From an optimization exercise on the open Yosys and OpenROAD flow, aimed at small area, a short achievable clock period and few clock cycles; shortcuts taken in it are not production practice.
Function was checked by simulation only, so behaviour that the tests miss may differ from the original.

==> juniper: inputs <==
Design gsm7_codec, start of the top module:
module gsm7_codec (
    input  wire        clk,
    input  wire        rst,
    input  wire        cmd_valid,
    output wire        cmd_ready,
    input  wire        cmd_dec,       
    input  wire [2:0]  cmd_pad,       
    input  wire [8:0]  cmd_len,       
    input  wire        in_valid,
    output wire        in_ready,
    input  wire [15:0] in_data,
    output reg         out_valid,
    output wire [15:0] out_data,
    output reg         done,
    output wire        done_err,
    output wire [8:0]  done_pos,
    output wire        done_escp
);
clock: 8.0 ns
lec_check: 0
abc_area: 1
abc_clock_period_in_ps: 3000
cap_margin: 20
core_margin: 5
core_utilization: 25
cts_buf_list: sky130_fd_sc_hd__clkbuf_4 sky130_fd_sc_hd__clkbuf_8
cts_cluster_size: 30
setup_slack_margin: 5
slew_margin: 20
standard.sh (not shown) runs the stock make flow with config.mk's settings and CLKGATE_MAP_FILE= SYNTH_SCRIPT=/design/flow/synth_recipe.tcl, a recipe that flattens the netlist after the stock synthesis.
==> flow/flow/run.sh <==
#!/bin/bash
# Own flow: the standard flow, with the port buffers made from the
# smallest buffer cell instead of the default choice.
set -euo pipefail
# the standard synthesis, unchanged
bash standard.sh synth > synth.log 2>&1
# the rest of the standard flow
bash standard.sh 'BUFFER_PORTS_ARGS=-buffer_cell sky130_fd_sc_hd__buf_1' finish > layout.log 2>&1
==> violet: changes against juniper <==
- ABC_AREA: 1 -> default
- CTS_CLUSTER_DIAMETER: default -> 200
- CTS_CLUSTER_SIZE: 30 -> 60
==> quartz: changes against juniper <==
- ABC_AREA: 1 -> default
- CORE_UTILIZATION: 25 -> 45
- PLACE_DENSITY: default -> 0.7
==> pepper: changes against juniper <==
--- a/flow/design.v
+++ b/flow/design.v
@@ -70,85 +70,85 @@
     output wire [15:0] out_data,
     output reg         done,
     output wire        done_err,
     output wire [8:0]  done_pos,
     output wire        done_escp
 );
     localparam [6:0] ESC_MARK = 7'h1B;
     reg         busy;        
-    reg         fresh;       
     reg         dec;         
     reg         cmd_rdy;
     reg         in_rdy;
     reg         fin;         
     reg  [8:0]  cnt;         
     reg         zw;          
     reg  [15:0] w;           
     reg         v0, v1;      
-    reg         wesc;        
     reg         half;        
     reg  [2:0]  n;           
     reg  [6:0]  acc;         
     reg         esc;
     reg         err;
-    reg  [8:0]  pos;         
+    reg  [8:0]  pos;
     reg  [7:0]  out_lo;      
     reg         out_g;       
     reg         out_e;       
     assign cmd_ready = cmd_rdy;
     assign in_ready  = in_rdy;
     assign done_err  = err;
     assign done_pos  = pos;
     assign done_escp = esc;
     assign out_data  = {2'b00, out_e, 3'b000, out_g, out_g, out_lo};
     wire cmd_acc = cmd_valid & cmd_rdy;
     wire in_acc  = in_valid & in_rdy;
-    wire        c_def;
+    wire        c_def, c_esc;
     wire [6:0]  c_sept;
-    gsm7_c2s u_c2s (.cu(w), .def_hit(c_def), .esc_hit(), .sept(c_sept));
+    gsm7_c2s u_c2s (.cu(w), .def_hit(c_def), .esc_hit(c_esc), .sept(c_sept));
     wire        e_tok  = busy && !dec && v0;             
-    wire        e_two  = e_tok && wesc && !half;          
+    wire        e_hit  = c_def | c_esc;
+    wire        e_two  = e_tok && c_esc && !half;         
     wire        e_cons = e_tok && !e_two;                 
-    wire [6:0]  e_sept = !e_tok ? 7'd0 : e_two ? ESC_MARK : c_sept;
+    wire        e_add  = e_tok && e_hit;
+    wire [6:0]  e_sept = !e_add ? 7'd0 : (c_esc && !half) ? ESC_MARK : c_sept;
     wire [14:0] e_comb = {8'd0, acc} | ({8'd0, e_sept} << n);
-    wire        e_emit = e_tok && (n != 3'd0);            
+    wire        e_emit = e_add && (n != 3'd0);            
     wire        e_lastt = e_cons && (cnt == 9'd0);        
-    wire        e_left = (n != 3'd1);
+    wire        e_left = e_add ? (n != 3'd1) : (n != 3'd0);
     wire        e_done = fin || (e_lastt && !(e_emit && e_left));
-    wire        e_out  = fin ? (n != 3'd0) : (e_emit || e_lastt);
+    wire        e_out  = fin ? (n != 3'd0) : (e_emit || (e_lastt && e_left));
     wire [7:0]  il = in_data[7:0];
     wire        in_esc = ((in_data[15:8] == 8'h00) &&
                           (il == 8'h5B || il == 8'h5C || il == 8'h5D || il == 8'h5E ||
                            il == 8'h7B || il == 8'h7C || il == 8'h7D || il == 8'h7E)) ||
                          (in_data == 16'h20AC);
     wire [15:0] d_win  = w >> n;
     wire [6:0]  d_sept = d_win[6:0];
     wire        d_ext  = busy && dec && (cnt != 9'd0) && v0 && (n <= 3'd1 || v1);
     wire        d_shift = d_ext && (n != 3'd0);           
     wire        d_mark = (d_sept == ESC_MARK);
     wire [15:0] d_cu;
     wire        d_eok;
     gsm7_s2c u_s2c (.esc(esc), .sept(d_sept), .cu(d_cu), .esc_ok(d_eok));
     wire        d_bad  = d_ext && !d_mark && esc && !d_eok;
-    wire        d_out  = d_ext && !d_mark;
+    wire        d_out  = d_ext && !d_mark && !err && !d_bad;
     wire        d_lastt = d_ext && (cnt == 9'd1);
     wire        d_done = d_lastt || (zw && in_acc) || (fin && dec);
     wire        a0 = d_shift ? v1 : v0;
     wire        a1 = d_shift ? 1'b0 : v1;
     wire        to1 = in_acc && a0;                       
     wire        fin_done = dec ? d_done : e_done;
     wire        busy_n = cmd_acc || (busy && !fin_done);
     wire [8:0]  cnt_n  = cmd_acc ? cmd_len :
                          (!dec && in_acc) || d_ext ? cnt - 9'd1 : cnt;
     wire [2:0]  n_n    = cmd_acc ? cmd_pad :
-                         (e_tok || d_ext) ? n - 3'd1 : n;
+                         (e_add || d_ext) ? n - 3'd1 : n;
     wire        dec_n  = cmd_acc ? cmd_dec : dec;
-    wire        v0_n   = !cmd_acc && (dec ? (a0 || in_acc) : ((v0 && !e_cons) || in_acc));
-    wire        v1_n   = !cmd_acc && dec && (a1 || to1);
+    wire        v0_n   = dec ? (a0 || in_acc) : ((v0 && !e_cons) || in_acc);
+    wire        v1_n   = dec && (a1 || to1);
     wire        c_ge1 = (cnt != 9'd0);
     wire        c_ge2 = (cnt[8:1] != 8'd0);
     wire        c_ge3 = (cnt[8:2] != 7'd0) || (cnt[1:0] == 2'd3);
     wire        c_ge4 = (cnt[8:2] != 7'd0);
     wire        nz_n  = d_ext ? c_ge2 : c_ge1;
     wire        ge3_n = d_ext ? c_ge4 : c_ge3;
     wire        eq2_n = d_ext ? (c_ge3 && !c_ge4) : (c_ge2 && !c_ge3);
     wire        eq1_n = d_ext ? (c_ge2 && !c_ge3) : (c_ge1 && !c_ge2);
@@ -158,73 +158,67 @@
     wire        dn_rdy  = busy && !d_lastt && !fin && (zw || dn_need) && (!(a0 && a1) || p_n != 3'd0);
     wire        da_need = ge3_n || (eq2_n && (!a0 || p_n > 3'd2)) || (eq1_n && !a0 && p_n >= 3'd2);
     wire        da_rdy  = !zw && da_need && (!a0 || p_n != 3'd0);
     wire        en_rdy  = busy && c_ge1;
     wire        ea_rdy  = (cnt != 9'd1) && !in_esc;
     wire        new_rdy = (cmd_len != 9'd0) || (cmd_dec && cmd_pad != 3'd0);
     wire        zw_n    = cmd_acc ? (cmd_dec && cmd_len == 9'd0 && cmd_pad != 3'd0) :
                           (zw && !in_acc);
-    wire        fin_n   = cmd_acc ? (cmd_len == 9'd0 && !(cmd_dec && cmd_pad != 3'd0)) :
-                          (e_lastt && e_emit && e_left);
-    wire        end_n   = fin_n ||
-                          (!cmd_acc && dec && !d_lastt && !fin && eq1_n &&
-                           (in_acc ? (a0 || p_n <= 3'd1) : (a0 && (a1 || p_n <= 3'd1))));
     wire        rdy_n   = cmd_acc ? new_rdy :
                           in_acc  ? (dec ? da_rdy : ea_rdy) :
                                     (dec ? dn_rdy : en_rdy);
     always @(posedge clk) begin
         if (rst) begin
             busy      <= 1'b0;
             cmd_rdy   <= 1'b0;
             in_rdy    <= 1'b0;
             fin       <= 1'b0;
             v0        <= 1'b0;
             v1        <= 1'b0;
             out_valid <= 1'b0;
             done      <= 1'b0;
         end else begin
             busy      <= busy_n;
-            cmd_rdy   <= !busy_n || end_n;
+            cmd_rdy   <= !busy_n;
             in_rdy    <= rdy_n;
             v0        <= busy_n && v0_n;
             v1        <= busy_n && v1_n;
-            fin       <= fin_n;
+            fin       <= cmd_acc ? (cmd_len == 9'd0 && !(cmd_dec && cmd_pad != 3'd0)) :
+                         (e_lastt && e_emit && e_left);
             out_valid <= dec ? d_out : e_out;
             done      <= busy && fin_done;
         end
     end
     always @(posedge clk) begin
         dec  <= dec_n;
         cnt  <= cnt_n;
         n    <= n_n;
         zw   <= zw_n;
         half <= e_two;
-        fresh <= cmd_acc;
-        if (in_acc) wesc <= in_esc;
         if (in_acc) begin
             if (!dec || !to1) w[7:0] <= in_data[7:0];
             if (!dec)         w[15:8] <= in_data[15:8];
             else if (to1)     w[15:8] <= in_data[7:0];
         end else if (d_shift) begin
             w[7:0] <= w[15:8];
         end
         if (in_acc && dec && !to1 && d_shift) w[7:0] <= in_data[7:0];
         if (in_acc && dec && to1 && d_shift) w[7:0] <= w[15:8];
         if (cmd_acc)
             acc <= 7'd0;
-        else if (e_tok)
+        else if (e_add)
             acc <= (n != 3'd0) ? e_comb[14:8] : e_comb[6:0];
         out_lo <= dec ? d_cu[7:0] : e_comb[7:0];
         out_g  <= dec && d_cu[8];
         out_e  <= dec && d_cu[13];
-        if (fresh) begin
+        if (cmd_acc) begin
             esc <= 1'b0;
             err <= 1'b0;
             pos <= 9'h1FF;
         end else begin
             if (d_ext) esc <= d_mark;
-            if ((e_cons && !(c_def || wesc)) || d_bad) err <= 1'b1;
+            if ((e_cons && !e_hit) || d_bad) err <= 1'b1;
             if (((e_tok && !half) || d_ext) && !err)
                 pos <= pos + 9'd1;
         end
     end
 endmodule
- ABC_AREA: 1 -> default
- CTS_BUF_LIST: sky130_fd_sc_hd__clkbuf_4 sky130_fd_sc_hd__clkbuf_8 -> default
- CTS_CLUSTER_SIZE: 30 -> default
==> flow_summary_export.csv <==
group,metric,value,unit
global_route,grt_pass1_vias,6047,
clock_network,clk_pin_slew,0.06,ns
yosys,netlist-cell-type-count,108,
final_layout,flops_and_latches,67,
final_layout,fillers,2571,
final_layout,multi_input_area_share,57.9,%
yosys,synthMostInstantiatedCell,"nand2_1",
power_and_ir_drop,comb_power,305,uW
final_layout,buffers,128,
run_status,status,"timing/DRC/antenna clean",
placement,hpwlAfterDp,13.4,mm
power_and_ir_drop,power_leader,"clock",
sta,slew-limit-headroom,50.2,%
power_and_ir_drop,clock_power_share,37.5,%
setup_path,reg2reg_depth,10,
final_layout,stdcell_count,1164,
The numbers above come from pepper.

==> flow_summary_export.csv <==
group,metric,value,unit
power_and_ir_drop,clock_power_share,31.3,%
final_layout,buffers,131,
run_status,status,"timing/DRC/antenna clean",
sta,slew-limit-headroom,38.9,%
global_route,grt_pass1_vias,6045,
setup_path,reg2reg_depth,9,
final_layout,stdcell_count,992,
power_and_ir_drop,comb_power,312,uW
The numbers above come from quartz.

==> flow_summary_export.csv <==
group,metric,value,unit
run_status,status,"timing/DRC/antenna clean",
placement,hpwlAfterDp,14.1,mm
power_and_ir_drop,clock_power_share,24.7,%
final_layout,fillers,2620,
sta,slew-limit-headroom,52.4,%
final_layout,stdcell_count,1349,
yosys,netlist-cell-type-count,59,
global_route,grt_pass1_vias,6388,
power_and_ir_drop,power_frac_comb,36.6,%
final_layout,multi_input_area_share,53.3,%
clock_network,clk_pin_slew,0.08,ns
final_layout,buffers,112,
final_layout,flops_and_latches,69,
The numbers above come from juniper.

==> flow_summary_export.csv <==
group,metric,value,unit
final_layout,flops_and_latches,69,
global_route,grt_pass1_vias,5711,
run_status,status,"timing/DRC/antenna clean",
yosys,synthMostInstantiatedCell,"nor2_1",
clock_network,clk_pin_slew,0.09,ns
final_layout,fillers,2604,
placement,hpwlAfterDp,13.4,mm
power_and_ir_drop,power_leader,"sequential cells",
power_and_ir_drop,comb_power,323,uW
final_layout,multi_input_area_share,56.9,%
final_layout,stdcell_count,1134,
yosys,netlist-cell-type-count,96,
setup_path,reg2reg_depth,9,
final_layout,buffers,124,
The numbers above come from violet.

Testbench counts of juniper, summed over its fixed seeds: cycles 15,854.
Testbench counts of violet, summed over its fixed seeds: cycles 15,854.
Testbench counts of quartz, summed over its fixed seeds: cycles 15,854.
Testbench counts of pepper, summed over its fixed seeds: cycles 16,021.

==> static timing again, ports no longer ideal <==
The results above use ideal ports. As a check the final layouts listed here were re-extracted and re-timed, cells and wires unchanged. Step 1 assumes that a clkbuf_16 drives the clock port and a buf_2 every other input. Step 2 times the ports against the registers' clock, not the clock port: input delays grow and output delays shrink by t, the midpoint of the rising clock arrivals with the driver on. Three values: no drivers, after step 1, after step 2; two values: the first two.
| run | shift t [ns] | slack for setup (ns) | slew at the worst register clock pin (ns) |
|---|---|---|---|
| juniper | 0.403 | 5.165 / 5.165 / 4.835 | 0.09 / 0.09 |
| violet | 0.412 | 5.010 / 5.010 / 4.858 | 0.09 / 0.09 |
| quartz | 0.406 | 5.030 / 5.030 / 4.879 | 0.08 / 0.08 |
| pepper | 0.382 | 4.982 / 4.982 / 4.726 | 0.06 / 0.06 |
After both steps setup and hold are still met in every run listed. For juniper, which loses most, drivers alone change the setup slack by 0.000 ns; drivers and shift together by -0.330 ns.
